Background: an optimization exercise with open tools, aiming at small area, a short achievable clock period and few clock cycles per item. Do not read the settings as production practice.
Function was checked by simulation only, so behaviour that the tests miss may differ from the original.
No activity file was given, so power comes from the tool's default toggle rates.

$ cat flow/flow/run.sh
#!/bin/bash
# Own flow: the standard layout (standard.sh, unchanged synthesis) with
# a tighter setup target for repair_timing and the smallest buffer on the
# ports. All tool output goes to logs in this folder.
set -euo pipefail
MARGIN=${MARGIN:-6.0}
sed -e "s/SETUP_SLACK_MARGIN=[0-9.]*/SETUP_SLACK_MARGIN=$MARGIN/" \
    -e "s|\"\${@:-finish}\"|BUFFER_PORTS_ARGS='-buffer_cell sky130_fd_sc_hd__buf_1' \"\${@:-finish}\"|" \
    standard.sh > standard_own.sh
bash standard_own.sh > standard_own.log 2>&1
$ cat flow/standard.sh
#!/bin/bash
# synth_recipe.tcl (not shown) runs the flow's synth.tcl, then flattens the netlist and writes it again
# the make line also repeats each setting of config.mk as NAME=value (left out here)
make -C /OpenROAD-flow-scripts/flow DESIGN_CONFIG=/design/flow/config.mk WORK_HOME=/design/flow/orfs CLKGATE_MAP_FILE= SYNTH_SCRIPT=/design/flow/synth_recipe.tcl "${@:-finish}"
$ cat flow/config.mk
export PLATFORM = sky130hd
export DESIGN_NAME = ws_frame_rx
export DESIGN_NICKNAME = ws_frame_rx
export VERILOG_FILES = /design/flow/design.v
export SDC_FILE = /design/flow/constraint.sdc
export NUM_CORES = 4
export LEC_CHECK = 0
export CAP_MARGIN = 20
export CORE_MARGIN = 2
export CORE_UTILIZATION = 50
export PLACE_DENSITY = 0.6
export SETUP_SLACK_MARGIN = 5
export SLEW_MARGIN = 20
$ cat flow/constraint.sdc
create_clock -name core_clock -period 9.0 [get_ports {clk}]
set_input_delay 1.8000 -clock core_clock [delete_from_list [all_inputs] [get_ports {clk}]]
set_output_delay 1.8000 -clock core_clock [all_outputs]
set_load 0.01 [all_outputs]
$ cat flow/design.v
module ws_crc16_byte (
  input  wire [15:0] crc_in,
  input  wire [7:0]  data,
  output reg  [15:0] crc_out
);
  integer i;
  always @* begin
    crc_out = crc_in ^ {data, 8'h00};
    for (i = 0; i < 8; i = i + 1) begin
      if (crc_out[15])
        crc_out = {crc_out[14:0], 1'b0} ^ 16'h1021;
      else
        crc_out = {crc_out[14:0], 1'b0};
    end
  end
endmodule
module ws_framer (
  input  wire        clk,
  input  wire        rst,
  input  wire        in_valid,
  input  wire [7:0]  in_data,
  output wire        in_ready,
  input  wire        ev_take,
  output reg         ev_valid,
  output reg         ev_crc_err,
  output reg  [1:0]  ev_tag,
  output reg  [7:0]  ev_command,
  output reg  [7:0]  ev_status,
  output reg  [7:0]  ev_length,
  output reg  [63:0] ev_raw,
  output reg  [15:0] ev_stored,
  output reg  [15:0] ev_computed,
  output wire        load1,        
  output wire        load2         
);
  reg  [5:0] pos;
  reg        rdy;                  
  assign in_ready = rdy;
  wire acc    = in_valid && rdy;
  wire is_aa  = (in_data == 8'hAA);
  wire is_tag = (in_data == 8'h01) || (in_data == 8'h02) || (in_data == 8'h03);
  reg  [5:0] pos_n;
  always @* begin
    pos_n = pos;
    if (acc)
      case (pos)
        6'd0: pos_n = is_aa ? 6'd1 : 6'd0;
        6'd1: pos_n = is_tag ? 6'd2 : is_aa ? 6'd1 : 6'd0;
        6'd2: pos_n = (in_data == 8'h55) ? 6'd3 : is_aa ? 6'd1 : 6'd0;
        6'd3: pos_n = (in_data == 8'hC3) ? 6'd4 : is_aa ? 6'd1 : 6'd0;
        default: pos_n = pos + 6'd1;    
      endcase
  end
  wire evv_n = (ev_valid && !ev_take) || (acc && pos == 6'd63);
  always @(posedge clk) begin
    if (rst) begin
      pos      <= 6'd0;
      rdy      <= 1'b1;
      ev_valid <= 1'b0;
    end else begin
      pos      <= pos_n;
      rdy      <= !evv_n || (pos_n == 6'd0);
      ev_valid <= evv_n;
    end
  end
  assign load1 = (pos == 6'd9 && ev_tag == 2'd0) || (pos == 6'd11 && ev_tag != 2'd0);
  assign load2 = (pos == 6'd11 && ev_tag == 2'd0) || (pos == 6'd15 && ev_tag == 2'd1);
  wire [15:0] crc_next;
  ws_crc16_byte u_crc (.crc_in(ev_computed), .data(in_data), .crc_out(crc_next));
  always @(posedge clk) begin
    if (acc) begin
      if (pos == 6'd1) ev_tag <= in_data[1:0] - 2'd1;
      if (pos == 6'd3) ev_computed <= 16'hFFFF;
      if (pos >= 6'd4 && pos <= 6'd61)
        ev_computed <= crc_next;
      if (pos == 6'd4)  ev_command    <= in_data;
      if (pos == 6'd5)  ev_status     <= in_data;
      if (pos == 6'd6)  ev_length     <= in_data;
      if (pos == 6'd7)  ev_raw[7:0]   <= in_data;
      if (pos == 6'd8)  ev_raw[15:8]  <= in_data;
      if (pos == 6'd9)  ev_raw[23:16] <= in_data;
      if (pos == 6'd10) ev_raw[31:24] <= in_data;
      if (pos == 6'd11) ev_raw[39:32] <= in_data;
      if (pos == 6'd12) ev_raw[47:40] <= in_data;
      if (pos == 6'd13) ev_raw[55:48] <= in_data;
      if (pos == 6'd14) ev_raw[63:56] <= in_data;
      if (pos == 6'd62) ev_stored[15:8] <= in_data;
      if (pos == 6'd63) begin
        ev_stored[7:0] <= in_data;
        ev_crc_err     <= (ev_computed != {ev_stored[15:8], in_data});
      end
    end
  end
endmodule
module ws_div_f64 #(
  parameter RW = 7                  
) (
  input  wire         clk,
  input  wire         rst,
  input  wire         start,        
  input  wire         sel25,        
  input  wire         sel125,       
  input  wire         sgn,
  input  wire [23:0]  lv,
  input  wire [10:0]  ex0,
  output reg          sign,
  output reg  [10:0]  expo,
  output reg  [51:0]  frac
);
  reg          pre, post;
  reg          odd;                 
  reg          ext;                 
  reg  [4:0]   cnt;
  reg  [RW-1:0] rem;
  reg          t_hi, t_lo;          
  wire d25  = sel25;
  wire d125 = (RW == 7) && sel125;
  wire b_hi = (odd ? ext      : frac[51]) | t_hi;
  wire b_lo = (odd ? frac[51] : frac[50]) | t_lo;
  wire [7:0] x1a = {3'd0, rem[4:0], b_hi};
  wire       g1a = (x1a >= 8'd25);
  wire [7:0] y1a = g1a ? x1a - 8'd25 : x1a;
  wire [7:0] x2a = {2'd0, y1a[4:0], b_lo};
  wire       g2a = (x2a >= 8'd25);
  wire [7:0] y2a = g2a ? x2a - 8'd25 : x2a;
  wire [7:0] x1b = {rem, b_hi};
  wire       g1b = (x1b >= 8'd125);
  wire [7:0] y1b = g1b ? x1b - 8'd125 : x1b;
  wire [7:0] x2b = {y1b[RW-1:0], b_lo};
  wire       g2b = (x2b >= 8'd125);
  wire [7:0] y2b = g2b ? x2b - 8'd125 : x2b;
  wire          q_hi = d25 ? g1a : d125 ? g1b : b_hi;
  wire          q_lo = d25 ? g2a : d125 ? g2b : b_lo;
  wire [RW-1:0] r1   = d125 ? y1b[RW-1:0] : d25 ? y1a[RW-1:0] : {RW{1'b0}};
  wire [RW-1:0] r2   = d125 ? y2b[RW-1:0] : d25 ? y2a[RW-1:0] : {RW{1'b0}};
  wire [4:0]  cnt_n = cnt + 5'd1;
  always @(posedge clk) begin
    if (rst) begin
      pre  <= 1'b0;
      post <= 1'b0;
    end else if (start) begin
      pre  <= (lv != 24'd0);
      post <= 1'b0;
    end else if (pre) begin
      if (q_hi || q_lo) begin
        pre  <= 1'b0;
        post <= 1'b1;
      end
    end else if (post) begin
      if (cnt == 5'd25)
        post <= 1'b0;
    end
  end
  always @(posedge clk)
    ext <= frac[50];
  always @(posedge clk) begin
    if (start) begin
      sign <= sgn;
      frac <= {lv, 28'd0};
      rem  <= {RW{1'b0}};
      cnt  <= 5'd0;
      odd  <= 1'b0;
      expo <= (lv == 24'd0) ? 11'd0 : ex0;
      t_hi <= 1'b0;
      t_lo <= 1'b0;
    end else if (pre) begin
      frac <= {frac[49:0], 2'b00};
      rem  <= (q_hi && !odd) ? r1 : r2;
      odd  <= q_hi;
      expo <= expo - 11'd2;
    end else if (post) begin
      frac <= {frac[49:0], q_hi, q_lo};
      rem  <= r2;
      cnt  <= cnt_n;
      if (cnt == 5'd0)
        expo <= expo + (odd ? 11'd2 : 11'd1);
      t_hi <= (d25 && cnt_n == 5'd24) || (d125 && (cnt_n == 5'd23 || cnt_n == 5'd24 || cnt_n == 5'd25));
      t_lo <= (d25 && cnt_n == 5'd24) || (d125 && (cnt_n == 5'd23 || cnt_n == 5'd24));
    end
  end
endmodule
module ws_f32_to_f64 #(
  parameter TRACTION = 1            
) (
  input  wire [1:0]  mode,
  input  wire [15:0] n,             
  input  wire [15:0] w,             
  input  wire [31:0] f,             
  output reg  [23:0] lv,            
  output reg  [10:0] ex0            
);
  wire [7:0]  e   = f[30:23];
  wire [15:0] mag = n[15] ? (16'd0 - n) : n;
  always @* begin
    if (mode[0]) begin
      lv  = {(e != 8'd0), f[22:0]};
      ex0 = (e == 8'hFF) ? 11'h7FF : (e == 8'd0) ? 11'd897 : ({3'd0, e} + 11'd896);
    end else if (TRACTION && mode[1]) begin
      lv  = {w, 8'd0};
      ex0 = 11'd1035;
    end else begin
      lv  = {mag, 8'd0};
      ex0 = 11'd1036;
    end
  end
endmodule
module ws_decoder (
  input  wire [1:0]  tag,
  input  wire [63:0] raw,
  output wire        sign1,
  output wire        sign2
);
  assign sign1 = (tag == 2'd0) ? raw[15] : (tag == 2'd1) ? raw[31] : 1'b0;
  assign sign2 = (tag == 2'd0) ? raw[31] : raw[63];
endmodule
module ws_frame_rx (
  input  wire        clk,
  input  wire        rst,
  input  wire        in_valid,
  input  wire [7:0]  in_data,
  output wire        in_ready,
  output wire        ev_valid,
  input  wire        ev_ready,
  output wire        ev_crc_err,
  output wire [1:0]  ev_tag,
  output wire [7:0]  ev_command,
  output wire [7:0]  ev_status,
  output wire [7:0]  ev_length,
  output wire [63:0] ev_raw,
  output wire [63:0] ev_value1,
  output wire [63:0] ev_value2,
  output wire [15:0] ev_stored,
  output wire [15:0] ev_computed
);
  wire load1, load2;
  ws_framer u_framer (
    .clk(clk), .rst(rst),
    .in_valid(in_valid), .in_data(in_data), .in_ready(in_ready),
    .ev_take(ev_valid && ev_ready), .ev_valid(ev_valid),
    .ev_crc_err(ev_crc_err), .ev_tag(ev_tag), .ev_command(ev_command),
    .ev_status(ev_status), .ev_length(ev_length), .ev_raw(ev_raw),
    .ev_stored(ev_stored), .ev_computed(ev_computed),
    .load1(load1), .load2(load2)
  );
  wire [23:0] lv1;
  wire [10:0] ex1;
  ws_f32_to_f64 #(.TRACTION(1)) u_op1 (
    .mode(ev_tag), .n(ev_raw[15:0]), .w(ev_raw[31:16]), .f(ev_raw[31:0]),
    .lv(lv1), .ex0(ex1)
  );
  ws_div_f64 #(.RW(7)) u_eng1 (
    .clk(clk), .rst(rst), .start(load1),
    .sel25(ev_tag == 2'd0), .sel125(ev_tag == 2'd2), .sgn(sgn1),
    .lv(lv1), .ex0(ex1),
    .sign(ev_value1[63]), .expo(ev_value1[62:52]), .frac(ev_value1[51:0])
  );
  wire [23:0] lv2;
  wire [10:0] ex2;
  ws_f32_to_f64 #(.TRACTION(0)) u_op2 (
    .mode(ev_tag), .n(ev_raw[31:16]), .w(16'd0), .f(ev_raw[63:32]),
    .lv(lv2), .ex0(ex2)
  );
  ws_div_f64 #(.RW(5)) u_eng2 (
    .clk(clk), .rst(rst), .start(load2),
    .sel25(ev_tag == 2'd0), .sel125(1'b0), .sgn(sgn2),
    .lv(lv2), .ex0(ex2),
    .sign(ev_value2[63]), .expo(ev_value2[62:52]), .frac(ev_value2[51:0])
  );
  wire sgn1, sgn2;
  ws_decoder u_sign (
    .tag(ev_tag), .raw(ev_raw), .sign1(sgn1), .sign2(sgn2)
  );
endmodule
==> results of run 1 <==
per-stage QoR:
stage                     utilization, %  total power, mW  setup WS (ns)  cells
after floorplan                        -             1.59           5.79   1471
after global placement              55.5             1.64           5.20   2055
after detailed placement            55.5             1.64           5.16   2055
after CTS                           64.2             3.06           5.76   2254
after global routing                67.3             3.15           5.68   2307
final                               67.3             3.07           5.80   2307
flip-flops by register name, indices dropped and copies added (netlist names), 5 cells and up:
name	flops
u_eng2.rem	5
u_eng1.cnt	5
u_eng1.rem	7
u_framer.ev_length	8
u_eng2.frac	52
u_eng1.frac	52
u_eng1.expo	11
u_framer.ev_computed	16
u_framer.pos	6
u_framer.ev_status	8
u_framer.ev_stored	16
u_eng2.cnt	5
u_framer.ev_command	8
u_eng2.expo	11
u_framer.ev_raw	64
synthesized netlist by cell type, types with 20 or more instances:
master                       n  area, um^2
sky130_fd_sc_hd__nand2_1   160         601
sky130_fd_sc_hd__a22o_1     27         236
sky130_fd_sc_hd__edfxtp_1  195        5860
sky130_fd_sc_hd__a211oi_1   26         195
sky130_fd_sc_hd__o22ai_1    23         144
sky130_fd_sc_hd__inv_1      45         169
sky130_fd_sc_hd__nand3_1    67         335
sky130_fd_sc_hd__dfxtp_1    97        1940
sky130_fd_sc_hd__nor3_1     40         200
sky130_fd_sc_hd__clkbuf_1   69         259
sky130_fd_sc_hd__nor2_1    108         405
sky130_fd_sc_hd__xor2_1     47         412
sky130_fd_sc_hd__mux2i_1    30         300
sky130_fd_sc_hd__xnor2_1    47         412
sky130_fd_sc_hd__a21oi_1    90         450
sky130_fd_sc_hd__nor4_1     20         125
sky130_fd_sc_hd__nand2b_1   21         131
sky130_fd_sc_hd__ha_1       32         400
sky130_fd_sc_hd__o21ai_0    63         315
worst paths after layout:
kind | startpoint | to | slack [ns] | cells past startpoint
worst max-delay path | u_eng1.frac[51] | u_eng1.frac[0] | 5.80 | 15
worst min register to register | u_eng2.frac[50] | u_eng2.ext | 0.44 | 0
worst max register to register | u_eng1.frac[51] | u_eng1.frac[0] | 5.80 | 15
worst min-delay path | u_eng2.frac[50] | u_eng2.ext | 0.44 | 0
layout make-up:
cell class / instances / area share (%)
clock inverters: 22 / 1.48
flip-flops and latches: 292 / 39.3
well taps: 390 / 2.45
clock buffers: 36 / 4.16
multi-input cells: 1040 / 37.1
repair inverters: 1 / 0.0378
inverters: 48 / 0.969
repair buffers: 478 / 14.5
per-layer routing:
| layer | vias up | GRT usage (%) | share of wire (%) |
|---|---|---|---|
| met1 | 6573 | 41.4 | 42 |
| li1 | 6280 | - | - |
| met3 | 124 | 5.61 | 9.0 |
| met4 | 0 | 10.0 | 3.8 |
| met2 | 706 | 46.4 | 46 |
| met5 | - | 0 | 0 |
timing repair:
action,4_1_cts,5_1_grt
endpoints found under the setup margin,228,160
setup buffers,136,53
cloned,5,0
resized for setup,68,115
pin swaps,28,52
power groups by stage:
stage / Clock, mW / Sequential [mW] / Combinational [mW]
finish: 1.41 / 1.45 / 0.206
global route: 1.47 / 1.46 / 0.225
CTS: 1.42 / 1.45 / 0.186
detailed placement: 0 / 1.48 / 0.161
global placement: 0 / 1.48 / 0.157
floorplan: 0 / 1.47 / 0.119
cell families (layout without fill, tap and decap cells):
kind of cell             count (synthesis)  in the layout  share of synthesized area (%)
AO/OA/AOI/OAI                          338            339                           15.2
buffers and inverters                  140            585                           3.70
flip-flops                             292            292                           52.1
AND/OR/NAND/NOR                        535            535                           17.9
multiplexers                            37             37                           2.56
XOR/XNOR                                95             95                           5.61
adder cells (fa/ha/maj)                 34             34                           2.94
==> impl_metrics.py, run 1 <==
metrics = {
    "status": {
        "status": "no timing/DRC/antenna violations",
    },
    "critical_path": {
        "critPathRequiredTime_ns": 9.43,
        "crit_type": "flop to flop",
        "cp_slowest_cell": "sky130_fd_sc_hd__edfxtp_1",
        "worst-endpoint-arrival_ns": 3.64,
        "critPathMaxFanout": 4,
        "critical_path.n_buffers_inverters": 2,
        "timing.critical_path.from_type": "flop",
        "worst_setup_path_end_kind": "flop",
        "slowest_stage_delay_cp_ns": 0.44,
        "critical_path.top_delay_family": "compound AO/OA/AOI/OAI gates",
        "crit_path_cell_trace": "mux2_4, nor2_4, inv_2, ha_4, nand2b_4, a31oi_4, xnor2_4, ha_4, nor2b_4, nor3_4, a311oi_2, a311oi_2, buf_4, mux2i_1, nor3_1",
    },
    "grt": {
        "grt_max_degree": 69,
        "global_route.usage.total_pct": 29.7,
        "grt_first_pass_wirelength_um": 72400,
        "first_global_vias": 12705,
        "grt_residual_overflow": 0,
        "antenna_found_initial": 0,
    },
    "clock_network": {
        "root_buffer": "sky130_fd_sc_hd__clkbuf_16",
        "cts_made_buffers": 31,
        "cts_hold_repair_buffers": 0,
        "worst_setup_hold_path_clk_slew_ns": 0.07,
        "clkLatencyLatePin_ns": 0.57,
        "cts_buffer_depth": 3,
        "tritoncts_num_sinks": 292,
        "tritoncts": "yes",
        "ctsHtreeMaxLevel": 1,
    },
    "power_and_ir_drop": {
        "cell_internal_pwr_mw": 2.38,
        "power.sequential.fraction_pct": 47.4,
        "comb_power_share_pct": 6.7,
        "static-leakage-power_nw": 7.25,
        "p_sw_share_pct": 22.3,
        "power-per-cell-area_nw_per_um2": 154,
        "p_switching_mw": 0.684,
        "relative_contribution_of_the_clock_network_to_total_power_pct": 45.8,
        "vdd_ir_drop_max_uv": 165,
    },
    "finish": {
        "layout_commonest_cell": "sky130_fd_sc_hd__buf_1",
        "fillCellCount": 2346,
        "post-route-cell-area_um2": 19900,
        "multi_input_comb_area_um2": 7370,
        "final-seq-area_um2": 7810,
        "most-common-layout-cells": "sky130_fd_sc_hd__buf_1, sky130_fd_sc_hd__edfxtp_1, sky130_fd_sc_hd__buf_4",
        "num-nets-final": 1938,
        "final_layout_size_suffix_gt1_share_pct": 23.3,
        "flow.area_growth_from_synthesis_pct": 32.9,
        "n_antenna_cell": 0,
    },
    "yosys": {
        "synth-seq-cells": 292,
        "synth_top_flop_cell": "sky130_fd_sc_hd__edfxtp_1",
        "sequential_cell_area_fraction_in_the_yosys_report_pct": 52.1,
        "synthesis.area_per_instance_um2": 10.2,
        "post_synthesis_cells": 1471,
        "synth.distinct_cells": 88,
        "synth.cell_area_um2": 15000,
        "synth.net_count": 1517,
        "synthArstFlopShare_pct": 0,
        "synth_enable_flop_cells": 195,
        "synth_warnings": 6,
    },
    "route": {
        "wl_per_cell_um": 21.0,
        "post-route-drc-count": 0,
        "route.detailed.vias_per_inst": 5.93,
        "drtIter0Drc": 1414,
        "detailed_route_via_count": 13683,
        "drt-total-wl_um": 48400,
        "detail_route.first_pass.iterations": 6,
        "residual_antenna_violating_net_count_after_detailed_routing": 0,
    },
    "floorplanning": {
        "die_width_um": 177,
        "core_area_um2": 29600,
        "floorplan.initialDensity_pct": 50.6,
        "die_h_um": 177,
        "floorplan.io_pins": 265,
        "dieArea_um2": 31300,
        "placementRows": 63,
    },
    "placed_design": {
        "number_of_input_and_output_port_buffers_inserted": 264,
        "place.detailed.hpwl_um": 30700,
        "globalplace.congestion": 0.924,
        "dpl-instance-area_um2": 16400,
    },
    "job": {
        "maxCapViolations": 0,
    },
    "hold_path": {
        "hold_path.class": "flop to flop",
    },
    "timing": {
        "hold-worst-slack_ns": 0.437,
        "worst_clock_skew_ns": 0.0202,
        "final_min_period_over_clock_period_pct": 35.6,
        "totalNegativeSetupSlack_ns": 0,
        "count_of_final_max_slew_check_failures": 0,
        "maxSlewHeadroom_pct": 33.2,
        "rsz0062_at_grt": "true",
        "slew_at_the_pin_closest_to_its_max_slew_limit_ns": 0.993,
        "setup_violations": 0,
        "timing.final.hold_violations": 0,
        "maxClockFrequency_mhz": 312,
        "timing.final.crit_period_ns": 3.20,
    },
}
Testbench counts, summed over its fixed seeds: cycles 24,942, bytes 24,934.
==> run 2: changes to the inputs <==
--- a/flow/flow/run.sh
+++ b/flow/flow/run.sh
@@ -3,7 +3,7 @@
 # a tighter setup target for repair_timing and the smallest buffer on the
 # ports. All tool output goes to logs in this folder.
 set -euo pipefail
-MARGIN=${MARGIN:-6.0}
+MARGIN=${MARGIN:-5.8}
 sed -e "s/SETUP_SLACK_MARGIN=[0-9.]*/SETUP_SLACK_MARGIN=$MARGIN/" \
     -e "s|\"\${@:-finish}\"|BUFFER_PORTS_ARGS='-buffer_cell sky130_fd_sc_hd__buf_1' \"\${@:-finish}\"|" \
     standard.sh > standard_own.sh
==> run 2 against run 1 <==
Against the previous run: synthesized cell count did not move; first-iteration DRC count fell by 7.0%; via count fell by 4.2%; global-route usage fell by 1.4 points; critical endpoint is now u_eng2.pre.
==> impl_metrics.py, run 2 <==
metrics = {
    "power_and_ir_drop": {
        "vdd_ir_drop_max_uv": 142,
        "static-leakage-power_nw": 6.49,
        "power-per-cell-area_nw_per_um2": 167,
    },
    "job": {
        "maxCapViolations": 0,
    },
    "floorplanning": {
        "floorplan.io_pins": 265,
        "floorplan.initialDensity_pct": 50.6,
        "dieArea_um2": 31300,
        "core_area_um2": 29600,
        "placementRows": 63,
        "die_h_um": 177,
        "die_width_um": 177,
    },
    "timing": {
        "slew_at_the_pin_closest_to_its_max_slew_limit_ns": 0.987,
        "count_of_final_max_slew_check_failures": 0,
        "maxClockFrequency_mhz": 312,
        "hold-worst-slack_ns": 0.435,
        "totalNegativeSetupSlack_ns": 0,
        "timing.final.crit_period_ns": 3.20,
        "timing.final.hold_violations": 0,
        "final_min_period_over_clock_period_pct": 35.6,
        "worst_clock_skew_ns": 0.0186,
        "setup_violations": 0,
        "rsz0062_at_grt": "true",
        "maxSlewHeadroom_pct": 34.1,
    },
    "clock_network": {
        "root_buffer": "sky130_fd_sc_hd__clkbuf_16",
        "tritoncts": "yes",
        "ctsHtreeMaxLevel": 2,
        "worst_setup_hold_path_clk_slew_ns": 0.06,
        "tritoncts_num_sinks": 292,
        "clkLatencyLatePin_ns": 0.52,
        "cts_made_buffers": 34,
        "cts_buffer_depth": 3,
    },
    "yosys": {
        "synth.cell_area_um2": 15000,
        "synth.distinct_cells": 88,
        "sequential_cell_area_fraction_in_the_yosys_report_pct": 52.1,
        "synthDominantAreaCellType": "sky130_fd_sc_hd__edfxtp_1",
        "netlist_top_cells_area": "sky130_fd_sc_hd__edfxtp_1, sky130_fd_sc_hd__dfxtp_1, sky130_fd_sc_hd__nand2_1, sky130_fd_sc_hd__a21oi_1, sky130_fd_sc_hd__xnor2_1",
        "yosysMostFrequentCell": "sky130_fd_sc_hd__edfxtp_1",
        "synthesis.area_per_instance_um2": 10.2,
        "post_synthesis_cells": 1471,
        "synth_enable_flop_cells": 195,
        "synth.net_count": 1517,
        "yosys-top-cells-count": "sky130_fd_sc_hd__edfxtp_1, sky130_fd_sc_hd__nand2_1, sky130_fd_sc_hd__nor2_1",
        "synth_top_flop_cell": "sky130_fd_sc_hd__edfxtp_1",
        "synth_warnings": 6,
        "synth-seq-cells": 292,
        "netlist.area_leader.share_pct": 39.1,
        "synthArstFlopShare_pct": 0,
    },
    "status": {
        "status": "no timing/DRC/antenna violations",
    },
    "route": {
        "post-route-drc-count": 0,
        "detailed_route_via_count": 13110,
        "route.detailed.vias_per_inst": 5.96,
        "drtIter0Drc": 1315,
        "wl_per_cell_um": 21.0,
        "drt-total-wl_um": 46300,
        "detail_route.first_pass.iterations": 6,
        "residual_antenna_violating_net_count_after_detailed_routing": 0,
    },
    "critical_path": {
        "worst_setup_path_end_kind": "flop",
        "critPathMaxFanout": 5,
        "worstRegToRegCells": 13,
        "worst-endpoint-arrival_ns": 3.63,
        "timing.critical_path.from_type": "flop",
        "crit_type": "flop to flop",
        "critPathRequiredTime_ns": 9.43,
    },
    "finish": {
        "num-nets-final": 1831,
        "layout_commonest_cell": "sky130_fd_sc_hd__buf_1",
        "flow.area_growth_from_synthesis_pct": 23.9,
        "reg.largest.list": "u_framer.ev_raw (64), u_eng1.frac (52), u_eng2.frac (52)",
        "most-common-layout-cells": "sky130_fd_sc_hd__buf_1, sky130_fd_sc_hd__edfxtp_1, sky130_fd_sc_hd__nand2_1",
        "n_antenna_cell": 0,
        "final-seq-area_um2": 7800,
        "fillCellCount": 2488,
        "largest_reg_flops": 64,
        "top_register_by_number_of_flip_flops": "u_framer.ev_raw",
        "multi_input_comb_area_um2": 7020,
        "final_layout_size_suffix_gt1_share_pct": 14.5,
    },
    "placed_design": {
        "globalplace.congestion": 0.923,
        "number_of_input_and_output_port_buffers_inserted": 264,
        "place.detailed.hpwl_um": 31200,
    },
    "grt": {
        "global_route.usage.total_pct": 28.2,
        "antenna_found_initial": 0,
        "first_global_vias": 12035,
        "grt_first_pass_wirelength_um": 68800,
        "grt_residual_overflow": 0,
        "grt_max_degree": 69,
    },
    "hold_path": {
        "hold-path-cell-count": 0,
        "hold_path.class": "flop to flop",
    },
}
[run 2: repair_timing]
action                                  4_1_cts  5_1_grt
setup buffers                                29       49
hold buffers                                  0        0
endpoints found under the setup margin      145       78
pin swaps                                    13       34
resized for setup                            20       66
gates cloned                                  0        2
endpoints found under the hold margin         0        0
[run 2: area by class of cell]
| cell class | instances | area share (%) |
|---|---|---|
| Tap cell | 390 | 2.63 |
| Multi-Input combinational cell | 1040 | 37.8 |
| Inverter | 48 | 0.985 |
| Sequential cell | 292 | 42.1 |
| Clock inverter | 22 | 1.61 |
| Clock buffer | 40 | 4.76 |
| Timing Repair Buffer | 369 | 10.1 |
[run 2: critical path, stage by stage, from the launching register on]
cell and delay, ns:
sky130_fd_sc_hd__edfxtp_1 0.40, sky130_fd_sc_hd__nor2b_4 0.15, sky130_fd_sc_hd__a211oi_4 0.22, sky130_fd_sc_hd__inv_1 0.08, sky130_fd_sc_hd__ha_2 0.18, sky130_fd_sc_hd__or3b_4 0.38, sky130_fd_sc_hd__a31oi_4 0.31, sky130_fd_sc_hd__xnor2_2 0.19
sky130_fd_sc_hd__ha_2 0.22, sky130_fd_sc_hd__and3_4 0.18, sky130_fd_sc_hd__o31ai_4 0.07, sky130_fd_sc_hd__mux2_4 0.31, sky130_fd_sc_hd__or3_4 0.33, sky130_fd_sc_hd__a21oi_2 0.11
[run 2: worst paths after layout]
check | slack, ns | to | start
worst max-delay path | 5.80 | u_eng2.pre | u_eng2.frac[51]
worst min-delay path | 0.43 | u_eng2.ext | u_eng2.frac[50]
worst max register to register | 5.80 | u_eng2.pre | u_eng2.frac[51]
worst min register to register | 0.43 | u_eng2.ext | u_eng2.frac[50]
[run 2: routing by layer]
layer | share of wire, % | global-route usage (%) | routed length, um
met1 | 44 | 40.9 | 20300
met2 | 45 | 42.6 | 20900
met3 | 8.3 | 5.48 | 3830
met4 | 2.7 | 8.75 | 1240
met5 | 0.14 | 1.60 | 67
[run 2: cells by family (layout without fill, tap and decap cells)]
family	Yosys count	after routing	synth area share [%]
AO/OA/AOI/OAI	338	339	15.2
XOR/XNOR	95	95	5.61
adder cells (fa/ha/maj)	34	34	2.94
buffers and inverters	140	479	3.70
flip-flops	292	292	52.1
multiplexers	37	37	2.56
AND/OR/NAND/NOR	535	535	17.9
[run 2: power breakdown]
part	total, mW	internal [mW]	leakage [nW]	switching [mW]
Sequential	1.46	1.43	2.60	0.0218
Clock	1.45	0.907	0.572	0.547
Combinational	0.190	0.0849	3.32	0.105
Total	3.10	2.43	6.49	0.674
[run 2: through the flow]
| stage | power (mW) | area (um^2) | utilization, % | cells | worst slack, ns |
|---|---|---|---|---|---|
| global route | 3.20 | 18500 | 62.7 | 2201 | 5.64 |
| finish | 3.10 | 18500 | 62.7 | 2201 | 5.80 |
| CTS | 3.10 | 17800 | 60.4 | 2149 | 5.76 |
| floorplan | 1.59 | 15100 | - | 1471 | 5.79 |
| detailed placement | 1.64 | 16400 | 55.4 | 2058 | 5.11 |
| global placement | 1.64 | 16400 | 55.4 | 2058 | 5.17 |
==> run 3: changes to the inputs <==
--- a/flow/config.mk
+++ b/flow/config.mk
@@ -5,9 +5,13 @@
 export SDC_FILE = /design/flow/constraint.sdc
 export NUM_CORES = 4
 export LEC_CHECK = 0
+export ABC_AREA = 1
 export CAP_MARGIN = 20
 export CORE_MARGIN = 2
 export CORE_UTILIZATION = 50
+export CTS_BUF_LIST = sky130_fd_sc_hd__clkbuf_16
+export CTS_CLUSTER_DIAMETER = 60
+export CTS_CLUSTER_SIZE = 30
 export PLACE_DENSITY = 0.6
 export SETUP_SLACK_MARGIN = 5
 export SLEW_MARGIN = 20
==> run 3 against run 2 <==
Against the previous run: non-clock buffer count fell by 75; final cell count up 9.0%; hold slack better by 0.025 ns; largest power group unchanged; synthesized area decreased by 0.43%; critical path depth is 11 lower; highest routed layer is now met4; clock power is 14% lower; clock skew is 0.0037 ns lower; cell area shrank 5.4%; sequential cell count stayed put.
==> impl_metrics.py, run 3 <==
metrics = {
    "clock_network": {
        "cts_made_buffers": 28,
        "cts_hold_repair_buffers": 0,
        "ctsHtreeMaxLevel": 1,
        "tritoncts": "yes",
        "clkLatencyLatePin_ns": 0.56,
        "tritoncts_num_sinks": 292,
        "cts_buffer_depth": 3,
        "root_buffer": "sky130_fd_sc_hd__clkbuf_16",
        "worst_setup_hold_path_clk_slew_ns": 0.07,
    },
    "finish": {
        "n_antenna_cell": 0,
        "most-common-layout-cells": "sky130_fd_sc_hd__nand2_1, sky130_fd_sc_hd__buf_1, sky130_fd_sc_hd__inv_1",
        "layout_commonest_cell": "sky130_fd_sc_hd__nand2_1",
        "reg.largest.list": "u_framer.ev_raw (64), u_eng1.frac (52), u_eng2.frac (52)",
        "final_layout_size_suffix_gt1_share_pct": 7.27,
        "num-nets-final": 2033,
        "largest_reg_flops": 64,
        "top_register_by_number_of_flip_flops": "u_framer.ev_raw",
        "flow.area_growth_from_synthesis_pct": 17.7,
    },
    "grt": {
        "global_route.usage.total_pct": 27.5,
        "grt_max_degree": 63,
        "first_global_vias": 12213,
        "grt_first_pass_wirelength_um": 67300,
        "antenna_found_initial": 0,
        "grt_residual_overflow": 0,
    },
    "yosys": {
        "synth_top_flop_cell": "sky130_fd_sc_hd__edfxtp_1",
        "synth.cell_area_um2": 14900,
        "synthDominantAreaCellType": "sky130_fd_sc_hd__edfxtp_1",
        "netlist.area_leader.share_pct": 39.3,
        "synth_enable_flop_cells": 195,
        "synth-seq-cells": 292,
        "synth.net_count": 1771,
        "yosys-top-cells-count": "sky130_fd_sc_hd__nand2_1, sky130_fd_sc_hd__inv_1, sky130_fd_sc_hd__edfxtp_1",
        "sequential_cell_area_fraction_in_the_yosys_report_pct": 52.3,
        "post_synthesis_cells": 1725,
        "synth.distinct_cells": 52,
        "yosysMostFrequentCell": "sky130_fd_sc_hd__nand2_1",
        "synth_warnings": 6,
        "synthesis.area_per_instance_um2": 8.64,
        "netlist_top_cells_area": "sky130_fd_sc_hd__edfxtp_1, sky130_fd_sc_hd__dfxtp_1, sky130_fd_sc_hd__nand2_1, sky130_fd_sc_hd__nand3_1, sky130_fd_sc_hd__inv_1",
        "synthArstFlopShare_pct": 0,
    },
    "route": {
        "drt-total-wl_um": 44200,
        "met3_wirelength_um": 3330,
        "wl_per_cell_um": 18.4,
        "residual_antenna_violating_net_count_after_detailed_routing": 0,
        "drtIter0Drc": 973,
        "routed_met1_length_um": 18400,
        "route.detailed.vias_per_inst": 5.52,
        "met2WireLength_um": 21400,
        "top_layer_used": "met4",
        "post-route-drc-count": 0,
        "detailed_route_via_count": 13238,
        "detail_route.first_pass.iterations": 5,
    },
    "floorplanning": {
        "placementRows": 63,
        "floorplan.io_pins": 265,
        "floorplan.initialDensity_pct": 50.5,
        "core_area_um2": 29500,
        "die_h_um": 177,
        "dieArea_um2": 31200,
        "die_width_um": 177,
    },
    "placed_design": {
        "place_ws_ns": 4.85,
        "number_of_input_and_output_port_buffers_inserted": 264,
        "place.detailed.hpwl_um": 31600,
        "globalplace.congestion": 0.923,
    },
    "power_and_ir_drop": {
        "static-leakage-power_nw": 6.62,
        "totalPowerFinal_mw": 3.00,
        "power-per-cell-area_nw_per_um2": 171,
        "vdd_ir_drop_max_uv": 123,
    },
    "timing": {
        "rsz0062_at_grt": "true",
        "maxClockFrequency_mhz": 318,
        "finalWorstSetupSlack_ns": 5.86,
        "timing.final.hold_violations": 0,
        "setup_violations": 0,
        "slew_at_the_pin_closest_to_its_max_slew_limit_ns": 0.927,
        "totalNegativeSetupSlack_ns": 0,
        "count_of_final_max_slew_check_failures": 0,
        "maxSlewHeadroom_pct": 38.2,
        "final_min_period_over_clock_period_pct": 34.9,
        "timing.final.crit_period_ns": 3.14,
        "worst_clock_skew_ns": 0.0149,
    },
    "critical_path": {
        "timing.critical_path.from_type": "flop",
        "critPathRequiredTime_ns": 7.20,
        "crit_type": "flop to output pin",
        "critPathMaxFanout": 23,
        "worst-endpoint-arrival_ns": 1.34,
        "worst_setup_path_end_kind": "output pin",
    },
    "job": {
        "maxCapViolations": 0,
    },
    "status": {
        "status": "no timing/DRC/antenna violations",
    },
    "hold_path": {
        "hold_path.class": "flop to flop",
    },
}
-- run 3: cell count changes after synthesis, sizes merged, moves of 25 or more --
cell | before | now
inv | 47 | 208
nand2 | 160 | 365
mux2i | 30 | 0
nor2 | 108 | 139
a211oi | 27 | 2
nand3 | 69 | 167
a22o | 27 | 0
o21ai | 66 | 102
-- run 3: final cells by class --
| cell class | count | area (um^2) |
|---|---|---|
| clock buffer | 29 | 726 |
| clock inverter | 23 | 245 |
| fill | 2767 | 11900 |
| inverter | 213 | 818 |
| multi-input combinational | 1157 | 6170 |
| sequential | 292 | 7800 |
| tap | 390 | 488 |
| timing repair buffer | 294 | 1290 |
| timing repair inverter | 1 | 5.00 |
-- run 3: final timing paths --
check                      from       endpoint  slack [ns]  cells after the start
min reg2reg       u_eng1.rem[6]  u_eng1.rem[6]        0.46                      2
max          u_framer.ev_tag[0]      ev_tag[0]        5.86                      2
min               u_eng1.rem[6]  u_eng1.rem[6]        0.46                      2
max reg2reg     u_eng2.frac[51]  u_eng2.rem[1]        6.04                     16
-- run 3: repair_timing --
item	4_1_cts	5_1_grt
buffers inserted	5	4
pin swaps	1	4
setup endpoints to repair	122	117
gates cloned	1	1
resized for setup	26	27
-- run 3: worst max-delay path: stages (launching register included) --
cell and delay, ns:
sky130_fd_sc_hd__edfxtp_1 0.44, sky130_fd_sc_hd__buf_12 0.20, sky130_fd_sc_hd__clkbuf_2 0.15
-- run 3: per-layer routing --
metal / vias up / global-route usage (%)
met2: 445 / 45.7
li1: 6425 / -
met5: - / 0
met3: 80 / 5.39
met4: 0 / 7.68
met1: 6288 / 36.6
-- run 3: metrics by stage --
stage,instances,hold slack [ns],utilization [%],instance area [um^2]
after floorplan,1725,0.426,-,14900
after global placement,2336,0.444,55.2,16300
after detailed placement,2336,0.446,55.2,16300
after CTS,2394,0.455,59.0,17400
after global routing,2399,0.471,59.5,17500
final,2399,0.460,59.5,17500
-- run 3: where the power goes --
part | switching, mW | internal [mW]
clock network | 0.591 | 0.649
logic | 0.186 | 0.0887
registers | 0.0308 | 1.46
total | 0.808 | 2.19
-- run 3: cell families (layout without fill, tap and decap cells) --
kind of cell,count (synthesis),count (layout),synth area share [%]
xor gates and xnor gates,67,67,3.99
DFF,292,292,52.3
AOI/OAI and AO/OA,303,303,11.6
and+or+nand+nor,753,753,22.0
buffers and inverters,276,560,7.15
adders and majority gates,34,34,2.96
==> run 4: changes to the inputs <==
==> flow/config.mk (replaced) <==
export PLATFORM = sky130hd
export DESIGN_NAME = ws_frame_rx
export DESIGN_NICKNAME = ws_frame_rx
export VERILOG_FILES = /design/flow/design.v
export SDC_FILE = /design/flow/constraint.sdc
export NUM_CORES = 4
export LEC_CHECK = 0
export ABC_AREA = 1
export CAP_MARGIN = 20
export CORE_MARGIN = 2
export CORE_UTILIZATION = 65
export CTS_BUF_LIST = sky130_fd_sc_hd__clkbuf_8
export CTS_CLUSTER_DIAMETER = 50
export CTS_CLUSTER_SIZE = 20
export PLACE_DENSITY = 0.75
export SETUP_SLACK_MARGIN = 5
export SLEW_MARGIN = 20
==> run 4 against run 3 <==
Against the previous run: setup slack lost 0.031 ns; combinational power about the same; routed wire length is 4.7% lower; critical path depth unchanged; clock power is 16% lower; global-route usage rose by 6.0 points; hold slack worse by 0.039 ns; sequential power about the same.
==> impl_metrics.py, run 4 <==
metrics = {
    "timing": {
        "worst_clock_skew_ns": 0.0259,
        "timing.final.crit_period_ns": 3.17,
        "count_of_final_max_slew_check_failures": 0,
        "setup_violations": 0,
        "timing.final.hold_violations": 0,
        "rsz0062_at_grt": "true",
        "slew_at_the_pin_closest_to_its_max_slew_limit_ns": 0.970,
        "final_min_period_over_clock_period_pct": 35.3,
        "maxClockFrequency_mhz": 315,
        "maxSlewHeadroom_pct": 35.3,
        "totalNegativeSetupSlack_ns": 0,
    },
    "hold_path": {
        "holdCritStartpoint": "u_eng2.frac[50]",
        "worst_hold_path.endpoint": "u_eng2.ext",
        "hold-path-cell-count": 0,
        "hold_path.class": "flop to flop",
    },
    "route": {
        "post-route-drc-count": 0,
        "wl_per_cell_um": 18.3,
        "drtIter0Drc": 1372,
        "detailed_route_via_count": 13589,
        "route.detailed.vias_per_inst": 5.89,
        "drt-total-wl_um": 42200,
        "detail_route.first_pass.iterations": 6,
        "residual_antenna_violating_net_count_after_detailed_routing": 0,
    },
    "finish": {
        "flow.area_growth_from_synthesis_pct": 16.0,
        "n_antenna_cell": 0,
        "fillCellCount": 1669,
        "top_register_by_number_of_flip_flops": "u_framer.ev_raw",
        "multi_input_comb_area_um2": 6160,
        "final-seq-area_um2": 7800,
        "most-common-layout-cells": "sky130_fd_sc_hd__nand2_1, sky130_fd_sc_hd__buf_1, sky130_fd_sc_hd__inv_1",
        "layout_commonest_cell": "sky130_fd_sc_hd__nand2_1",
        "num-nets-final": 2046,
        "final_layout_size_suffix_gt1_share_pct": 7.76,
        "reg.largest.list": "u_framer.ev_raw (64), u_eng1.frac (52), u_eng2.frac (52)",
        "largest_reg_flops": 64,
    },
    "power_and_ir_drop": {
        "vdd_ir_drop_max_uv": 171,
        "p_sw_share_pct": 26.5,
        "static-leakage-power_nw": 6.60,
        "power.sequential.fraction_pct": 53.1,
        "p_switching_mw": 0.741,
        "relative_contribution_of_the_clock_network_to_total_power_pct": 37.1,
        "totalPowerFinal_mw": 2.80,
        "cell_internal_pwr_mw": 2.06,
        "power-per-cell-area_nw_per_um2": 162,
        "comb_power_share_pct": 9.8,
    },
    "floorplanning": {
        "floorplan.io_pins": 265,
        "core_area_um2": 22600,
        "die_h_um": 155,
        "die_width_um": 155,
        "placementRows": 55,
        "dieArea_um2": 24100,
        "floorplan.initialDensity_pct": 66.0,
    },
    "grt": {
        "grt_residual_overflow": 0,
        "antenna_found_initial": 0,
        "global_route.usage.total_pct": 33.4,
        "grt_first_pass_wirelength_um": 64600,
        "first_global_vias": 12608,
        "grt_max_degree": 63,
    },
    "clock_network": {
        "worst_setup_hold_path_clk_slew_ns": 0.09,
        "ctsHtreeMaxLevel": 1,
        "root_buffer": "sky130_fd_sc_hd__clkbuf_8",
        "cts_buffer_depth": 3,
        "clkLatencyLatePin_ns": 0.62,
        "tritoncts_num_sinks": 292,
        "cts_hold_repair_buffers": 0,
        "cts_made_buffers": 31,
        "tritoncts": "yes",
    },
    "yosys": {
        "synth_top_flop_cell": "sky130_fd_sc_hd__edfxtp_1",
        "synthDominantAreaCellType": "sky130_fd_sc_hd__edfxtp_1",
        "yosysMostFrequentCell": "sky130_fd_sc_hd__nand2_1",
        "synthArstFlopShare_pct": 0,
        "synth.cell_area_um2": 14900,
        "netlist_top_cells_area": "sky130_fd_sc_hd__edfxtp_1, sky130_fd_sc_hd__dfxtp_1, sky130_fd_sc_hd__nand2_1, sky130_fd_sc_hd__nand3_1, sky130_fd_sc_hd__inv_1",
        "sequential_cell_area_fraction_in_the_yosys_report_pct": 52.3,
        "synth.distinct_cells": 52,
        "synthesis.area_per_instance_um2": 8.64,
        "synth_warnings": 6,
        "synth-seq-cells": 292,
        "synth.net_count": 1771,
        "post_synthesis_cells": 1725,
        "netlist.area_leader.share_pct": 39.3,
        "yosys-top-cells-count": "sky130_fd_sc_hd__nand2_1, sky130_fd_sc_hd__inv_1, sky130_fd_sc_hd__edfxtp_1",
        "synth_enable_flop_cells": 195,
    },
    "critical_path": {
        "worst-endpoint-arrival_ns": 1.37,
        "worst_setup_path_end_kind": "output pin",
        "worstRegToRegCells": 11,
        "crit_type": "flop to output pin",
        "r2r_setup_slack_ns": 5.93,
        "timing.rr.start": "u_framer.ev_tag[0]",
        "crit-reg2reg-capture": "u_eng2.frac[39]",
        "slowest_stage_delay_cp_ns": 0.46,
        "crit_path_cell_trace": "buf_12, buf_2",
        "timing.critical_path.from_type": "flop",
        "critPathRequiredTime_ns": 7.20,
        "critPathMaxFanout": 4,
        "cp_slowest_cell": "sky130_fd_sc_hd__edfxtp_1",
    },
    "placed_design": {
        "number_of_input_and_output_port_buffers_inserted": 264,
        "place.detailed.hpwl_um": 29700,
        "globalplace.congestion": 0.960,
    },
    "job": {
        "maxCapViolations": 0,
    },
    "status": {
        "status": "no timing/DRC/antenna violations",
    },
}
-- run 4: area by class of cell --
| class | instances | area share [%] |
|---|---|---|
| Timing Repair Buffer | 304 | 7.92 |
| Tap cell | 285 | 2.06 |
| Clock buffer | 33 | 2.63 |
| Multi-Input combinational cell | 1158 | 35.7 |
| Clock inverter | 24 | 1.88 |
| Inverter | 213 | 4.73 |
| Sequential cell | 292 | 45.1 |
-- run 4: metrics by stage --
step / hold slack [ns] / utilization [%] / area [um^2] / instances / setup WS, ns
floorplan: 0.426 / - / 14900 / 1725 / 5.94
global placement: 0.384 / 71.4 / 16100 / 2229 / 4.50
detailed placement: 0.395 / 71.4 / 16100 / 2229 / 4.37
CTS: 0.420 / 75.6 / 17100 / 2295 / 5.78
global route: 0.442 / 76.6 / 17300 / 2309 / 5.78
finish: 0.421 / 76.6 / 17300 / 2309 / 5.83
-- run 4: power groups by stage --
stage          logic [mW]  clock network [mW]  registers (mW)
5_1_grt             0.306                1.09            1.49
3_5_place_dp        0.255                   0            1.51
6_report            0.275                1.04            1.49
2_1_floorplan       0.175                   0            1.51
3_3_place_gp        0.250                   0            1.51
4_1_cts             0.262                1.04            1.48
-- run 4: kinds of logic (layout without fill, tap and decap cells) --
| group | after synthesis | in the layout | synth area share, % |
|---|---|---|---|
| and+or+nand+nor | 753 | 754 | 22.0 |
| AOI/OAI and AO/OA | 303 | 303 | 11.6 |
| DFF | 292 | 292 | 52.3 |
| buffers and inverters | 276 | 574 | 7.15 |
| xor gates and xnor gates | 67 | 67 | 3.99 |
| adders and majority gates | 34 | 34 | 2.96 |
-- run 4: layer usage --
layer / global-route usage [%] / vias to the layer above / share of wire [%]
met3: 6.96 / 115 / 10
met1: 44.0 / 6335 / 39
met2: 54.9 / 705 / 47
met5: 0 / - / 0
li1: - / 6434 / -
met4: 12.8 / 0 / 3.8
-- run 4: critical path, delay by kind of cell (launching register included) --
family | cells | cell delay (ns)
flip-flops | 1 | 0.46
buffers and inverters | 2 | 0.31
-- run 4: worst max-delay path by stage --
stage | slack, ns | startpoint | cells past startpoint | end
final | 5.83 | u_framer.ev_tag[0] | 2 | ev_tag[0]
after global routing | 5.78 | u_framer.ev_tag[0] | 12 | u_eng2.expo[7]
after detailed placement | 4.37 | u_framer.ev_tag[1] | 9 | u_eng2.frac[31]
after CTS | 5.78 | u_framer.ev_tag[0] | 10 | u_eng1.expo[3]
after global placement | 4.50 | u_framer.ev_tag[1] | 9 | u_eng2.frac[32]
after floorplan | 5.94 | in_valid | 4 | u_framer.ev_raw[0]
-- run 4: repair_timing --
action                                 CTS  global route
setup endpoints to repair              216           108
setup buffers                            7            12
gates cloned                             2             1
resized for setup                       22            27
pin swaps                                2             4
endpoints found under the hold margin    0             0
==> run 5: changes to the inputs <==
--- a/flow/design.v
+++ b/flow/design.v
@@ -1,18 +1,11 @@
 module ws_crc16_byte (
   input  wire [15:0] crc_in,
   input  wire [7:0]  data,
-  output reg  [15:0] crc_out
-);
-  integer i;
-  always @* begin
-    crc_out = crc_in ^ {data, 8'h00};
-    for (i = 0; i < 8; i = i + 1) begin
-      if (crc_out[15])
-        crc_out = {crc_out[14:0], 1'b0} ^ 16'h1021;
-      else
-        crc_out = {crc_out[14:0], 1'b0};
-    end
-  end
+  output wire [15:0] crc_out
+);
+  wire [7:0]  x0 = crc_in[15:8] ^ data;
+  wire [7:0]  x  = x0 ^ {4'd0, x0[7:4]};
+  assign crc_out = {crc_in[7:0], 8'd0} ^ {x[3:0], 12'd0} ^ {3'd0, x, 5'd0} ^ {8'd0, x};
 endmodule
 module ws_framer (
   input  wire        clk,
--- a/flow/flow/run.sh
+++ b/flow/flow/run.sh
@@ -3,7 +3,7 @@
 # a tighter setup target for repair_timing and the smallest buffer on the
 # ports. All tool output goes to logs in this folder.
 set -euo pipefail
-MARGIN=${MARGIN:-5.8}
+MARGIN=${MARGIN:-5.6}
 sed -e "s/SETUP_SLACK_MARGIN=[0-9.]*/SETUP_SLACK_MARGIN=$MARGIN/" \
     -e "s|\"\${@:-finish}\"|BUFFER_PORTS_ARGS='-buffer_cell sky130_fd_sc_hd__buf_1' \"\${@:-finish}\"|" \
     standard.sh > standard_own.sh
--- a/flow/config.mk
+++ b/flow/config.mk
@@ -8,10 +8,10 @@
 export ABC_AREA = 1
 export CAP_MARGIN = 20
 export CORE_MARGIN = 2
-export CORE_UTILIZATION = 65
+export CORE_UTILIZATION = 50
 export CTS_BUF_LIST = sky130_fd_sc_hd__clkbuf_8
 export CTS_CLUSTER_DIAMETER = 50
 export CTS_CLUSTER_SIZE = 20
-export PLACE_DENSITY = 0.75
+export PLACE_DENSITY = 0.6
 export SETUP_SLACK_MARGIN = 5
 export SLEW_MARGIN = 20
==> run 5 against run 4 <==
Against the previous run: clock skew is 0.013 ns higher; clock-buffer cell count grew 3; sequential cell count stayed put; non-clock buffer count shrank 17; via count fell by 1.8%; maximum frequency decreased by 4.7%; critical path type unchanged; critical endpoint is now ev_raw[15]; largest power group unchanged.
==> impl_metrics.py, run 5 <==
metrics = {
    "placed_design": {
        "place.detailed.hpwl_um": 31700,
        "globalplace.congestion": 0.911,
        "place.detailed.instances": 2339,
        "number_of_input_and_output_port_buffers_inserted": 264,
    },
    "route": {
        "residual_antenna_violating_net_count_after_detailed_routing": 0,
        "drt-total-wl_um": 44400,
        "route.detailed.vias_per_inst": 5.55,
        "post-route-drc-count": 0,
        "wl_per_cell_um": 18.4,
        "detail_route.first_pass.iterations": 6,
        "detailed_route_via_count": 13349,
        "drtIter0Drc": 1246,
    },
    "timing": {
        "maxClockFrequency_mhz": 300,
        "worst_clock_skew_ns": 0.0393,
        "hold-worst-slack_ns": 0.467,
        "rsz0062_at_grt": "true",
        "totalNegativeSetupSlack_ns": 0,
        "final_min_period_over_clock_period_pct": 37.0,
        "setup_violations": 0,
        "timing.final.crit_period_ns": 3.33,
        "maxSlewHeadroom_pct": 28.7,
        "count_of_final_max_slew_check_failures": 0,
        "timing.final.hold_violations": 0,
        "slew_at_the_pin_closest_to_its_max_slew_limit_ns": 1.06,
    },
    "power_and_ir_drop": {
        "cell_internal_pwr_mw": 1.97,
        "static-leakage-power_nw": 6.47,
        "p_switching_mw": 0.760,
        "power-per-cell-area_nw_per_um2": 160,
        "comb_power_share_pct": 10.4,
        "totalPowerFinal_mw": 2.73,
        "power.sequential.fraction_pct": 54.3,
        "vdd_ir_drop_max_uv": 127,
        "relative_contribution_of_the_clock_network_to_total_power_pct": 35.3,
        "p_sw_share_pct": 27.8,
    },
    "clock_network": {
        "root_buffer": "sky130_fd_sc_hd__clkbuf_8",
        "tritoncts": "yes",
        "cts_hold_repair_buffers": 0,
        "cts_made_buffers": 35,
        "tritoncts_num_sinks": 292,
        "cts_buffer_depth": 3,
        "worst_setup_hold_path_clk_slew_ns": 0.08,
        "clkLatencyLatePin_ns": 0.56,
        "ctsHtreeMaxLevel": 2,
    },
    "finish": {
        "flow.area_growth_from_synthesis_pct": 14.6,
        "layout.cells.non_filler": 2407,
        "finalCoreUtilization_pct": 57.9,
        "n_antenna_cell": 0,
        "final_layout_size_suffix_gt1_share_pct": 7.19,
        "reg.largest.list": "u_framer.ev_raw (64), u_eng1.frac (52), u_eng2.frac (52)",
        "num-nets-final": 2038,
        "most-common-layout-cells": "sky130_fd_sc_hd__nand2_1, sky130_fd_sc_hd__buf_1, sky130_fd_sc_hd__edfxtp_1",
        "largest_reg_flops": 64,
        "fillCellCount": 2813,
        "top_register_by_number_of_flip_flops": "u_framer.ev_raw",
        "layout_commonest_cell": "sky130_fd_sc_hd__nand2_1",
    },
    "critical_path": {
        "worst-endpoint-arrival_ns": 1.53,
        "critPathRequiredTime_ns": 7.20,
        "critPathMaxFanout": 18,
        "timing.critical_path.from_type": "flop",
        "worst_setup_path_end_kind": "output pin",
        "crit_type": "flop to output pin",
        "slowest_stage_delay_cp_ns": 0.76,
        "cp_slowest_cell": "sky130_fd_sc_hd__edfxtp_1",
        "critical_path.top_delay_family": "flip-flops",
        "critical_path.n_buffers_inverters": 1,
        "crit_path_cell_trace": "buf_1",
    },
    "floorplanning": {
        "floorplan.io_pins": 265,
        "die_width_um": 177,
        "core_area_um2": 29600,
        "die_h_um": 177,
        "placementRows": 63,
        "floorplan.initialDensity_pct": 50.6,
        "dieArea_um2": 31300,
    },
    "yosys": {
        "yosys.area_share.xor_xnor_pct": 4.03,
        "synthSimpleGateAreaFrac_pct": 22.0,
        "synth.net_count": 1780,
        "synth_top_flop_cell": "sky130_fd_sc_hd__edfxtp_1",
        "synth-compound-area-share_pct": 12.1,
        "sequential_cell_area_fraction_in_the_yosys_report_pct": 52.2,
        "post_synth_mux_area_share_pct": 0,
        "synthDominantAreaCellType": "sky130_fd_sc_hd__edfxtp_1",
        "netlist_top_cells_area": "sky130_fd_sc_hd__edfxtp_1, sky130_fd_sc_hd__dfxtp_1, sky130_fd_sc_hd__nand2_1, sky130_fd_sc_hd__nand3_1, sky130_fd_sc_hd__inv_1",
        "synth_fa_ha_area_share_pct": 2.95,
        "synth_warnings": 5,
        "yosysMostFrequentCell": "sky130_fd_sc_hd__nand2_1",
        "synth.distinct_cells": 53,
        "synth_top_family_by_area": "simple AND/OR/NAND/NOR gates",
        "synth.cell_area_um2": 15000,
        "post_synthesis_cells": 1734,
        "synth-seq-cells": 292,
        "synth_enable_flop_cells": 195,
        "yosys-top-cells-count": "sky130_fd_sc_hd__nand2_1, sky130_fd_sc_hd__edfxtp_1, sky130_fd_sc_hd__inv_1",
        "netlist.area_leader.share_pct": 39.2,
        "synthesis.area_per_instance_um2": 8.62,
        "synthArstFlopShare_pct": 0,
    },
    "job": {
        "maxCapViolations": 0,
    },
    "hold_path": {
        "hold_path.class": "flop to flop",
    },
    "grt": {
        "grt_residual_overflow": 0,
        "first_global_vias": 12311,
        "antenna_found_initial": 0,
        "global_route.usage.total_pct": 27.7,
        "grt_first_pass_wirelength_um": 67900,
        "grt_max_degree": 58,
    },
    "status": {
        "status": "no timing/DRC/antenna violations",
    },
}
-- run 5: cell count changes after synthesis, moves of 6 or more --
| cell | change |
|---|---|
| sky130_fd_sc_hd__nor3_1 | -7 |
| sky130_fd_sc_hd__nand2_1 | +26 |
| sky130_fd_sc_hd__clkbuf_1 | -9 |
| sky130_fd_sc_hd__o22ai_1 | -19 |
| sky130_fd_sc_hd__a21oi_1 | +25 |
| sky130_fd_sc_hd__a31oi_1 | -7 |
| sky130_fd_sc_hd__xnor2_1 | -12 |
| sky130_fd_sc_hd__nand3_1 | -18 |
| sky130_fd_sc_hd__nor2_1 | +9 |
| sky130_fd_sc_hd__buf_1 | +9 |
| sky130_fd_sc_hd__xor2_1 | +13 |
| sky130_fd_sc_hd__inv_1 | -21 |
| sky130_fd_sc_hd__o211ai_1 | +6 |
-- run 5: metal layers --
metal  routed length (um)  global-route usage (%)  vias to the layer above
met3                 2890                    3.99                       73
met5                    0                       0                        -
met1                20100                    39.4                     6390
li1                     -                       -                     6420
met4                 1090                    8.57                        0
met2                20300                    44.0                      466
-- run 5: final cells by class --
type	count	area (um^2)	area share (%)
multi-input cells	1185	6200	36.2
well taps	390	488	2.85
flip-flops and latches	292	7800	45.5
repair inverters	1	7.51	0.0438
clock inverters	26	218	1.27
clock buffers	36	495	2.89
repair buffers	287	1200	7.01
inverters	190	721	4.21
-- run 5: cell families (layout without fill, tap and decap cells) --
logic type	count (synthesis)	count (layout)
buffers and inverters	258	540
AND/OR/NAND/NOR	765	766
flip-flops	292	292
XOR/XNOR	68	68
AO/OA/AOI/OAI	317	317
adder cells (fa/ha/maj)	34	34
-- run 5: metrics by stage --
| stage | setup WS (ns) | instance area, um^2 |
|---|---|---|
| CTS | 5.62 | 17000 |
| finish | 5.67 | 17100 |
| floorplan | 5.90 | 15000 |
| global route | 5.60 | 17100 |
| detailed placement | 5.12 | 16300 |
| global placement | 5.26 | 16300 |
-- run 5: worst register-to-register path: stages (launching register included) --
cell and delay, ns:
sky130_fd_sc_hd__edfxtp_1 0.43, sky130_fd_sc_hd__clkbuf_8 0.31, sky130_fd_sc_hd__nor2_2 0.57, sky130_fd_sc_hd__clkinvlp_4 0.57, sky130_fd_sc_hd__o22ai_1 0.28, sky130_fd_sc_hd__a21oi_2 0.10, sky130_fd_sc_hd__nand2_1 0.23, sky130_fd_sc_hd__nor2_1 0.13
sky130_fd_sc_hd__a21oi_1 0.17, sky130_fd_sc_hd__nand3_1 0.11, sky130_fd_sc_hd__nand2_1 0.06, sky130_fd_sc_hd__a21oi_1 0.05
-- run 5: timing repair --
action,in CTS,in global routing
cloned,1,1
pin swaps,0,1
setup buffers,1,2
resized for setup,4,17
setup endpoints to repair,32,51
-- run 5: final timing paths --
path / from / to / slack [ns] / depth (start not counted)
worst max-delay path: u_framer.ev_raw[15] / ev_raw[15] / 5.67 / 1
worst min-delay path: u_eng1.t_lo / u_eng1.t_lo / 0.47 / 2
worst max register to register: u_framer.ev_tag[0] / u_eng1.rem[1] / 5.83 / 11
worst min register to register: u_eng1.t_lo / u_eng1.t_lo / 0.47 / 2
-- run 5: power groups by stage --
| stage | clock [mW] | sequential (mW) | combinational (mW) |
|---|---|---|---|
| global route | 1.03 | 1.49 | 0.321 |
| finish | 0.965 | 1.49 | 0.284 |
| CTS | 0.984 | 1.49 | 0.279 |
| detailed placement | 0 | 1.52 | 0.275 |
| global placement | 0 | 1.52 | 0.273 |
| floorplan | 0 | 1.51 | 0.189 |
Testbench counts of run 5, summed over its fixed seeds: cycles 24,942, bytes 24,934.
==> run 6: changes to the inputs <==
--- a/flow/flow/run.sh
+++ b/flow/flow/run.sh
@@ -3,7 +3,7 @@
 # a tighter setup target for repair_timing and the smallest buffer on the
 # ports. All tool output goes to logs in this folder.
 set -euo pipefail
-MARGIN=${MARGIN:-5.6}
+MARGIN=${MARGIN:-5.8}
 sed -e "s/SETUP_SLACK_MARGIN=[0-9.]*/SETUP_SLACK_MARGIN=$MARGIN/" \
     -e "s|\"\${@:-finish}\"|BUFFER_PORTS_ARGS='-buffer_cell sky130_fd_sc_hd__buf_1' \"\${@:-finish}\"|" \
     standard.sh > standard_own.sh
==> run 6 against run 5 <==
Against the previous run: hold slack improved by 0.00082 ns; total power is 0.51% higher; sequential power about the same; clock-buffer cell count stayed put; utilization up 0.91 points; clock power is 0.4% higher; non-clock buffer count up 15; final cell count increased by 0.66%; routed wire length is 1.3% higher; clock skew decreased by 0.0059 ns.
==> impl_metrics.py, run 6 <==
metrics = {
    "floorplanning": {
        "floorplan.initialDensity_pct": 50.6,
        "die_h_um": 177,
        "floorplan.io_pins": 265,
        "placementRows": 63,
        "core_area_um2": 29600,
        "dieArea_um2": 31300,
        "die_width_um": 177,
    },
    "grt": {
        "grt_first_pass_wirelength_um": 68300,
        "global_route.usage.total_pct": 27.9,
        "grt_residual_overflow": 0,
        "first_global_vias": 12359,
        "antenna_found_initial": 0,
        "grt_max_degree": 58,
    },
    "timing": {
        "totalNegativeSetupSlack_ns": 0,
        "rsz0062_at_grt": "true",
        "maxSlewHeadroom_pct": 28.2,
        "timing.final.hold_violations": 0,
        "worst_clock_skew_ns": 0.0334,
        "hold-worst-slack_ns": 0.468,
        "count_of_final_max_slew_check_failures": 0,
        "final_min_period_over_clock_period_pct": 34.9,
        "maxClockFrequency_mhz": 319,
        "timing.final.crit_period_ns": 3.14,
        "setup_violations": 0,
        "slew_at_the_pin_closest_to_its_max_slew_limit_ns": 1.07,
    },
    "clock_network": {
        "ctsHtreeMaxLevel": 2,
        "worst_setup_hold_path_clk_slew_ns": 0.08,
        "cts_made_buffers": 35,
        "tritoncts": "yes",
        "tritoncts_num_sinks": 292,
        "cts_buffer_depth": 3,
        "cts_hold_repair_buffers": 0,
        "root_buffer": "sky130_fd_sc_hd__clkbuf_8",
        "clkLatencyLatePin_ns": 0.56,
    },
    "critical_path": {
        "crit_type": "flop to output pin",
        "critPathMaxFanout": 4,
        "crit_path_cell_trace": "buf_12, clkbuf_2",
        "worst_setup_path_end_kind": "output pin",
        "critPathRequiredTime_ns": 7.20,
        "timing.critical_path.from_type": "flop",
        "cp_slowest_cell": "sky130_fd_sc_hd__edfxtp_1",
        "timing.rr.start": "u_framer.ev_tag[0]",
        "slowest_stage_delay_cp_ns": 0.49,
        "worst-endpoint-arrival_ns": 1.34,
        "crit-reg2reg-capture": "u_eng1.frac[50]",
        "worstRegToRegCells": 11,
        "r2r_setup_slack_ns": 5.98,
    },
    "finish": {
        "finalCoreUtilization_pct": 58.9,
        "flow.area_growth_from_synthesis_pct": 16.4,
        "layout_commonest_cell": "sky130_fd_sc_hd__nand2_1",
        "final-seq-area_um2": 7800,
        "top_register_by_number_of_flip_flops": "u_framer.ev_raw",
        "reg.largest.list": "u_framer.ev_raw (64), u_eng1.frac (52), u_eng2.frac (52)",
        "largest_reg_flops": 64,
        "multi_input_comb_area_um2": 6260,
        "most-common-layout-cells": "sky130_fd_sc_hd__nand2_1, sky130_fd_sc_hd__buf_1, sky130_fd_sc_hd__edfxtp_1",
        "num-nets-final": 2054,
        "final_layout_size_suffix_gt1_share_pct": 8.46,
        "n_antenna_cell": 0,
        "fillCellCount": 2786,
    },
    "yosys": {
        "synthDominantAreaCellType": "sky130_fd_sc_hd__edfxtp_1",
        "synthesis.area_per_instance_um2": 8.62,
        "yosysMostFrequentCell": "sky130_fd_sc_hd__nand2_1",
        "netlist_top_cells_area": "sky130_fd_sc_hd__edfxtp_1, sky130_fd_sc_hd__dfxtp_1, sky130_fd_sc_hd__nand2_1, sky130_fd_sc_hd__nand3_1, sky130_fd_sc_hd__inv_1",
        "sequential_cell_area_fraction_in_the_yosys_report_pct": 52.2,
        "synth-seq-cells": 292,
        "yosys-top-cells-count": "sky130_fd_sc_hd__nand2_1, sky130_fd_sc_hd__edfxtp_1, sky130_fd_sc_hd__inv_1",
        "synth.net_count": 1780,
        "synth.cell_area_um2": 15000,
        "synth_warnings": 5,
        "synthArstFlopShare_pct": 0,
        "synth_enable_flop_cells": 195,
        "post_synthesis_cells": 1734,
        "netlist.area_leader.share_pct": 39.2,
        "synth_top_flop_cell": "sky130_fd_sc_hd__edfxtp_1",
        "synth.distinct_cells": 53,
    },
    "hold_path": {
        "hold-path-cell-count": 2,
        "hold_path.class": "flop to flop",
        "holdCritStartpoint": "u_eng1.t_lo",
        "worst_hold_path.endpoint": "u_eng1.t_lo",
    },
    "route": {
        "detailed_route_via_count": 13422,
        "route.detailed.vias_per_inst": 5.54,
        "wl_per_cell_um": 18.6,
        "drt-total-wl_um": 45000,
        "drtIter0Drc": 1209,
        "residual_antenna_violating_net_count_after_detailed_routing": 0,
        "post-route-drc-count": 0,
        "detail_route.first_pass.iterations": 6,
    },
    "placed_design": {
        "number_of_input_and_output_port_buffers_inserted": 264,
        "globalplace.congestion": 0.911,
        "place.detailed.hpwl_um": 31700,
    },
    "power_and_ir_drop": {
        "power-per-cell-area_nw_per_um2": 158,
        "vdd_ir_drop_max_uv": 128,
        "static-leakage-power_nw": 6.59,
    },
    "job": {
        "maxCapViolations": 0,
    },
    "status": {
        "status": "no timing/DRC/antenna violations",
    },
}
## run 6: repair_timing
item / 4_1_cts / 5_1_grt
endpoints found under the setup margin: 73 / 72
cloned: 2 / 3
setup buffers: 6 / 10
resized for setup: 15 / 29
endpoints found under the hold margin: 0 / 0
pin swaps: 0 / 6
## run 6: worst max-delay path by stage
stage	slack [ns]	cells past startpoint	endpoint	start
floorplan	5.90	5	u_framer.ev_computed[7]	in_data[6]
global placement	5.26	6	u_framer.ev_computed[5]	in_data[4]
detailed placement	5.12	6	u_framer.ev_computed[5]	in_data[4]
CTS	5.80	2	ev_tag[0]	u_framer.ev_tag[0]
global route	5.74	18	u_eng1.rem[5]	u_eng1.frac[51]
finish	5.86	2	ev_tag[0]	u_framer.ev_tag[0]
## run 6: logic make-up after synthesis
group                      count (synthesis)  share of synthesized area, %
AOI/OAI and AO/OA                        317                          12.1
xor gates and xnor gates                  68                          4.03
adders and majority gates                 34                          2.95
buffers and inverters                    258                          6.73
DFF                                      292                          52.2
and+or+nand+nor                          765                          22.0
## run 6: layer usage
layer / global-route usage, % / wire [um]
met1: 39.7 / 20200
met2: 44.5 / 20700
met3: 3.91 / 2960
met4: 8.37 / 1090
met5: 0 / 0
## run 6: area by class of cell
class	count	area share [%]
Timing Repair inverter	2	0.0863
Tap cell	390	2.80
Inverter	190	4.18
Multi-Input combinational cell	1185	36.0
Sequential cell	292	44.8
Timing Repair Buffer	302	8.03
Clock inverter	26	1.25
Clock buffer	36	2.85
## run 6: critical path: cells and delay by family (launching register included)
family,cells,cell delay [ns]
flip-flops,1,0.49
buffers and inverters,2,0.30
## run 6: where the power goes
part	leakage, nW	internal, mW	switching, mW
sequential	2.56	1.46	0.0302
clock	0.348	0.429	0.540
combinational	3.68	0.0962	0.198
total	6.59	1.98	0.768
## run 6: per-stage QoR
step	std cells	setup slack, ns	total power [mW]	cell area, um^2
finish	2423	5.86	2.75	17400
global route	2423	5.74	2.85	17400
CTS	2409	5.80	2.75	17100
detailed placement	2339	5.12	1.79	16300
global placement	2339	5.26	1.79	16300
floorplan	1734	5.90	1.70	15000

-- separate check: timing with driven ports --
The results above use ideal ports. As a check the final layouts listed here were re-extracted and re-timed, cells and wires unchanged. Step 1, drivers: a clkbuf_16 drives clk and a buf_2 each remaining input, both assumed. Step 2, shift: input delay + t, output delay - t, t = (earliest + latest rising clock arrival at the registers) / 2. This alone moves slack from input paths to output paths. a / b / c = ideal / step 1 / step 2; a / b = the first two.
| run | shift t [ns] | setup slack, ns | worst setup path after step 2 | clock arrival spread, ns | worst register clock-pin slew, ns |
|---|---|---|---|---|---|
| run 1 | 0.614 | 5.799 / 5.751 / 5.343 | input to register | 0.023 / 0.022 | 0.07 / 0.07 |
| run 2 | 0.561 | 5.798 / 5.749 / 5.297 | input to register | 0.020 / 0.021 | 0.06 / 0.06 |
| run 3 | 0.607 | 5.857 / 5.805 / 5.455 | input to register | 0.016 / 0.017 | 0.08 / 0.08 |
| run 4 | 0.649 | 5.826 / 5.781 / 5.377 | input to register | 0.031 / 0.030 | 0.10 / 0.10 |
| run 5 | 0.582 | 5.670 / 5.625 / 5.355 | input to register | 0.039 / 0.040 | 0.09 / 0.09 |
| run 6 | 0.585 | 5.862 / 5.817 / 5.392 | input to register | 0.034 / 0.034 | 0.09 / 0.09 |
After both steps every run listed still meets setup and hold. The setup slack of run 2, which loses most, moves by -0.049 ns with the drivers and by -0.501 ns with both steps.
